This design comes from an exercise in tuning for small area, a short achievable clock period and few clock cycles on the open sky130 flow, not from production work. Function was checked by simulation only, so behaviour that the tests miss may differ from the original. Power figures rest on the tool's default switching activity, not on a simulated workload.

==> flow/design.v <==
module pwm_calc #(
    parameter [31:0] OSC_HZ     = 32'd10000000,
    parameter [15:0] PRESCALE   = 16'd16,
    parameter integer RES       = 8,
    parameter [15:0] FREQ_SCALE = 16'd100
) (
    input  wire        clk,
    input  wire        rst,
    input  wire        req_valid,
    input  wire        req_write,
    input  wire [7:0]  req_off,
    input  wire [31:0] req_data,
    output reg         resp_valid,
    output reg  [1:0]  resp_code,
    output reg  [31:0] resp_data
);
    localparam [63:0] N     = OSC_HZ * FREQ_SCALE;           
    localparam [63:0] DSC   = 4 * PRESCALE;                   
    localparam integer DW   = RES + 3;                        
    localparam [63:0] K     = (2 * N) / DSC;                  
    localparam [31:0] FMIN  = (N + (DSC << RES) - 1) / (DSC << RES);  
    localparam [31:0] FMAX  = N / DSC;                        
    localparam [31:0] T1    = K / 3;
    localparam [31:0] T2    = K / 5;
    localparam [31:0] T3    = K / 7;
    localparam [31:0] T4    = K / 9;
    localparam [31:0] T16   = K / 33;
    localparam integer FW   = 22;                             
    function automatic le_const(input [31:0] x, input [31:0] c);
        integer i;
        begin
            le_const = 1'b1;
            for (i = 0; i < 32; i = i + 1)
                le_const = c[i] ? (!x[i] || le_const) : (!x[i] && le_const);
        end
    endfunction
    localparam [1:0] RESP_OKAY   = 2'd0;
    localparam [1:0] RESP_CMDERR = 2'd1;
    localparam [1:0] RESP_BUSERR = 2'd2;
    localparam [1:0] ERR_NONE    = 2'd0;
    localparam [1:0] ERR_RANGE   = 2'd1;
    localparam [1:0] ERR_NOINIT  = 2'd2;
    localparam [1:0] ERR_BADPCT  = 2'd3;
    reg [RES-1:0] period;    
    reg [DW-1:0]  duty;      
    reg [1:0]     err;
    reg           init;
    reg           duty_cur;
    reg           dv_busy;   
    reg           dv_first;  
    reg [2:0]     dv_cnt;    
    reg [FW-1:0]  dv_rem;
    reg [FW-1:0]  dv_f;
    reg [1:0]     p_code;    
    reg           du_busy;   
    reg [2:0]     du_j;      
    reg           du_b;      
    reg [4:0]     du_r;      
    reg [2:0]     pct_a;     
    reg [4:0]     pct_c;     
    wire off_f   = (req_off == 8'h00);
    wire off_p   = (req_off == 8'h04);
    wire off_per = (req_off == 8'h08);
    wire off_dut = (req_off == 8'h0C) || (req_off == 8'h10) || (req_off == 8'h14);
    wire mapped  = (req_off[1:0] == 2'b00) && (req_off <= 8'h28);
    wire f_in_range = !le_const(req_data, FMIN - 1) && le_const(req_data, FMAX);
    wire pct_ok     = le_const(req_data, 32'd100);
    wire stall = req_write ? ((off_f && (dv_busy || du_busy)) ||
                              (off_p && (du_busy || (dv_busy && !dv_first))))
                           : ((off_per && dv_busy) || (off_dut && du_busy));
    reg [31:0] rd_data;
    always @(*) begin
        case (req_off)
            8'h08:   rd_data = {{(32-RES){1'b0}}, period};
            8'h0C:   rd_data = {{(32-DW){1'b0}}, duty};
            8'h10:   rd_data = {{(32-DW+2){1'b0}}, duty[DW-1:2]};
            8'h14:   rd_data = {30'd0, duty[1:0]};
            8'h18:   rd_data = {28'd0, duty_cur, init, err};
            8'h1C:   rd_data = OSC_HZ;
            8'h20:   rd_data = {16'd0, PRESCALE};
            8'h24:   rd_data = RES;
            8'h28:   rd_data = {16'd0, FREQ_SCALE};
            default: rd_data = 32'd0;
        endcase
    end
    always @(*) begin
        resp_valid = req_valid && !stall;
        resp_data  = req_write ? 32'd0 : rd_data;
        if (!mapped || (req_write && !off_f && !off_p))
            resp_code = RESP_BUSERR;
        else if (req_write && ((off_f && !f_in_range) ||
                               (off_p && (!init || !pct_ok))))
            resp_code = RESP_CMDERR;
        else
            resp_code = RESP_OKAY;
    end
    wire accept = req_valid && !stall;
    wire do_f   = accept && req_write && off_f;
    wire do_p   = accept && req_write && off_p;
    wire ge1  = le_const(req_data, T1);
    wire ge2  = le_const(req_data, T2);
    wire ge3  = le_const(req_data, T3);
    wire ge4  = le_const(req_data, T4);
    wire ge16 = le_const(req_data, T16);
    wire [24:0] h_full = (K[24:0] - {3'b0, req_data[FW-1:0]}) >> 1;
    wire [FW:0]   dv_sh   = {dv_rem, period[RES-1]};
    wire [FW+1:0] dv_diff = {1'b0, dv_sh} - {2'b0, dv_f};
    wire          dv_fit  = !dv_diff[FW+1];
    wire       du_last = (du_j == 3'd0);
    wire [5:0] du_c12  = {1'b0, pct_c} + 6'd12;
    wire [6:0] du_c212 = {1'b0, pct_c, 1'b0} + 7'd12;
    wire [6:0] du_k    = du_last ? (du_b ? du_c212 : {1'b0, du_c12})
                                 : (du_b ? {2'b0, pct_c} : 7'd0);
    wire [3:0] du_a    = (du_last && du_b) ? {pct_a, 1'b0} :
                         (du_last || du_b) ? {1'b0, pct_a} : 4'd0;
    wire [6:0] du_t    = {1'b0, du_r, 1'b0} + du_k;            
    wire [2:0] du_q    = (du_t >= 7'd100) ? 3'd4 : (du_t >= 7'd75) ? 3'd3 :
                         (du_t >= 7'd50)  ? 3'd2 : (du_t >= 7'd25) ? 3'd1 : 3'd0;
    wire [6:0] du_rn   = du_t - du_q * 7'd25;
    wire [3:0] du_s    = du_a + {1'b0, du_q};                  
    wire [DW-1:0] du_qn = {duty[DW-2:0], 1'b0} + {{(DW-4){1'b0}}, du_s};
    wire [6:0] pct_in = req_data[6:0];
    wire [2:0] pa_in  = (pct_in >= 7'd100) ? 3'd4 : (pct_in >= 7'd75) ? 3'd3 :
                        (pct_in >= 7'd50)  ? 3'd2 : (pct_in >= 7'd25) ? 3'd1 : 3'd0;
    wire [4:0] pc_in  = pct_in - pa_in * 7'd25;
    wire [2:0] p_top  = (p_code == 2'd3) ? 3'd7 : (p_code == 2'd2) ? 3'd3 :
                        (p_code == 2'd1) ? 3'd1 : 3'd0;
    wire       p_one  = (p_code == 2'd0);
    wire       p_topb = period[p_top] && !p_one;
    wire [2:0] p_next = p_one ? 3'd0 : p_top - 1'b1;
    wire [2:0] b_idx  = du_busy ? du_j - 1'b1 : p_next;
    always @(posedge clk) begin
        if (dv_busy) begin
            dv_rem <= dv_fit ? dv_diff[FW-1:0] : dv_sh[FW-1:0];
            dv_cnt <= dv_cnt - 1'b1;
        end else begin
            dv_rem <= ge16 ? {{(FW-17){1'b0}}, h_full[24:8]} : {1'b0, h_full[24:4]};
            dv_cnt <= ge16 ? 3'd7 : 3'd3;
            dv_f   <= req_data[FW-1:0];
        end
        if (du_busy) begin
            du_r <= du_rn[4:0];
            du_j <= du_j - 1'b1;
        end else begin
            du_r  <= (p_topb && !dv_busy) ? pc_in : 5'd0;
            du_j  <= dv_busy ? p_top : p_next;
            pct_a <= pa_in;
            pct_c <= pc_in;
        end
        du_b <= dv_busy ? dv_fit : period[b_idx];
    end
    always @(posedge clk) begin
        if (rst) begin
            period   <= {RES{1'b0}};
            duty     <= {DW{1'b0}};
            err      <= ERR_NONE;
            init     <= 1'b0;
            duty_cur <= 1'b0;
            dv_busy  <= 1'b0;
            dv_first <= 1'b0;
            du_busy  <= 1'b0;
        end else begin
            if (dv_busy) begin
                period   <= {period[RES-2:0], dv_fit};
                dv_first <= 1'b0;
                if (dv_cnt == 3'd0) dv_busy <= 1'b0;
            end
            if (du_busy) begin
                duty <= du_qn;
                if (du_last) du_busy <= 1'b0;
            end
            if (do_f) begin
                if (!f_in_range) begin
                    err <= ERR_RANGE;
                end else begin
                    err      <= ERR_NONE;
                    init     <= 1'b1;
                    duty_cur <= 1'b0;
                    if (!ge4) begin
                        period <= {{(RES-2){1'b0}}, ge2, ge1 ^ ge2 ^ ge3};
                        p_code <= {1'b0, ge2};
                    end else begin
                        period   <= ge16 ? h_full[7:0] : {h_full[3:0], 4'b0};
                        dv_busy  <= 1'b1;
                        dv_first <= 1'b1;
                        p_code   <= ge16 ? 2'd3 : 2'd2;
                    end
                end
            end
            if (do_p) begin
                if (!init) begin
                    err <= ERR_NOINIT;
                end else if (!pct_ok) begin
                    err <= ERR_BADPCT;
                end else begin
                    err      <= ERR_NONE;
                    duty_cur <= 1'b1;
                    du_busy  <= 1'b1;
                    duty <= (p_topb && !dv_busy) ? {{(DW-3){1'b0}}, pa_in} : {DW{1'b0}};
                end
            end
        end
    end
endmodule
export LEC_CHECK = 0
export CAP_MARGIN = 20
export CORE_MARGIN = 2
export CORE_UTILIZATION = 40
export SETUP_SLACK_MARGIN = 3.3
export SLEW_MARGIN = 20
create_clock -name core_clock -period 8.0 [get_ports {clk}]
run.sh (not shown) runs the stock make flow with config.mk's settings and CLKGATE_MAP_FILE= SYNTH_SCRIPT=/design/flow/synth_recipe.tcl, a recipe that flattens the netlist after the stock synthesis.
Testbench counts at the start, summed over its fixed seeds: cycles 8,596.
Edit:
- CORE_UTILIZATION: 40 -> 60
- CTS_BUF_LIST: not set -> sky130_fd_sc_hd__clkbuf_4 sky130_fd_sc_hd__clkbuf_8
The changed run finished with timing, DRC and antenna clean.
Hold slack gets better by 0.028 ns.
Cell area falls by about 2.3%.
Global-route usage is higher by 9.8 points.
Register-to-register slack degrades by 0.10 ns.
Power goes down by about 3%.
Edit:
==> flow/flow/run.sh (new file) <==
#!/bin/bash
# Layout flow: the standard flow (standard.sh) with one change in
# synthesis: the cell mapping uses Yosys's default ABC script with a delay
# target (abc -D), instead of ORFS's speed script. Everything else (the
# synthesis passes before and after mapping, flip-flop mapping, flattening,
# renaming, floorplan, placement, CTS, routing) is the standard flow's.
set -euo pipefail
W=$(pwd)
ABC_D=${ABC_D:-4800}

sed 's#^  log_cmd abc {\*}\$abc_args$#  set my_args [lrange $abc_args 2 end]\n  set di [lsearch $my_args -D]\n  if {$di >= 0} { set my_args [lreplace $my_args $di [expr {$di+1}]] }\n  log_cmd abc {*}$my_args -D '"$ABC_D"'#' \
    "$FLOW_HOME/scripts/synth.tcl" > "$W/synth_mod.tcl"
grep -q "set my_args" "$W/synth_mod.tcl"
sed "s#source \$::env(SCRIPTS_DIR)/synth.tcl#source $W/synth_mod.tcl#" "$W/synth_recipe.tcl" > "$W/my_synth.tcl"
grep -q "synth_mod.tcl" "$W/my_synth.tcl"
sed "s#SYNTH_SCRIPT=[^ ]*#SYNTH_SCRIPT=$W/my_synth.tcl#" "$W/standard.sh" > "$W/my_standard.sh"
grep -q "my_synth.tcl" "$W/my_standard.sh"

bash "$W/my_standard.sh" > "$W/flow_make.log" 2>&1
==> flow/standard.sh (new file) <==
#!/bin/bash
# synth_recipe.tcl (not shown) runs the flow's synth.tcl, then flattens the netlist and writes it again
# the make line also repeats each setting of config.mk as NAME=value (left out here)
make -C /OpenROAD-flow-scripts/flow DESIGN_CONFIG=/design/flow/config.mk WORK_HOME=/design/flow/orfs CLKGATE_MAP_FILE= SYNTH_SCRIPT=/design/flow/synth_recipe.tcl "${@:-finish}"
- CORE_UTILIZATION: 60 -> 40
removed: flow/run.sh
The changed run produced a clean layout. Power came out lower by about 6%. Die area grows by about 34%. Via count fell by about 5.4%. Register-to-register slack is worse by 0.48 ns. First-iteration DRC count came out lower by about 33%.
Edit:
==> flow/run.sh (new file) <==
#!/bin/bash
# synth_recipe.tcl (not shown) runs the flow's synth.tcl, then flattens the netlist and writes it again
# the make line also repeats each setting of config.mk as NAME=value (left out here)
make -C /OpenROAD-flow-scripts/flow DESIGN_CONFIG=/design/flow/config.mk WORK_HOME=/design/flow/orfs CLKGATE_MAP_FILE= SYNTH_SCRIPT=/design/flow/synth_recipe.tcl finish
- CTS_BUF_LIST: sky130_fd_sc_hd__clkbuf_4 sky130_fd_sc_hd__clkbuf_8 -> not set
- SETUP_SLACK_MARGIN: 3.3 -> 3.7
removed: flow/flow/run.sh
removed: flow/standard.sh
The new run finished clean.
Power grows by about 13%.
Final area came out higher by 12%.
Utilization came out lower by 0.26 points.
Synthesized area grows by about 11%.
Edit:
- CTS_BUF_LIST: not set -> sky130_fd_sc_hd__clkbuf_4 sky130_fd_sc_hd__clkbuf_8
- SETUP_SLACK_MARGIN: 3.7 -> 3.3
Result:
- via count drops by about 1.2%
- hold slack is better by 0.012 ns
- total power drops by 11%
- setup slack is worse by 0.075 ns
- synthesized cell count is unchanged
- final area drops by about 6%
- cell count drops by about 1.6%
- clock skew is about the same
- global-route usage drops by 0.67 points
- wire length drops by about 2%
- area after synthesis does not change

[port drivers added, routing unchanged]
The results above use ideal ports. As a check the final layouts listed here were re-extracted and re-timed, cells and wires unchanged. Step 1 assumes that a clkbuf_16 drives the clock port and a buf_2 every other input. Step 2 moves the port delays by t, midway between the first and last clock arrival at a register: inputs arrive t later, outputs are due t later. That takes back most of the time a late clock gives input paths. Slacks: ideal ports / drivers / drivers and shift; pairs: ideal ports / drivers.
| run | t, ns | setup slack, ns | slew at the worst register clock pin (ns) | worst slew at a driven data input, ns |
|---|---|---|---|---|
| the first run | 0.399 | 3.197 / 3.144 / 3.144 | 0.07 / 0.07 | 0.07 |
| the second run | 0.412 | 3.199 / 3.175 / 3.141 | 0.10 / 0.10 | 0.07 |
| the third run | 0.427 | 2.715 / 2.715 / 2.715 | 0.10 / 0.10 | 0.09 |
| the fourth run | 0.400 | 3.309 / 3.253 / 3.253 | 0.07 / 0.07 | 0.07 |
| the fifth run | 0.421 | 3.234 / 3.171 / 3.171 | 0.11 / 0.11 | 0.07 |
After both steps every run listed still meets setup and hold. For the fifth run, which loses most, drivers alone change the setup slack by -0.063 ns; drivers and shift together by -0.063 ns.
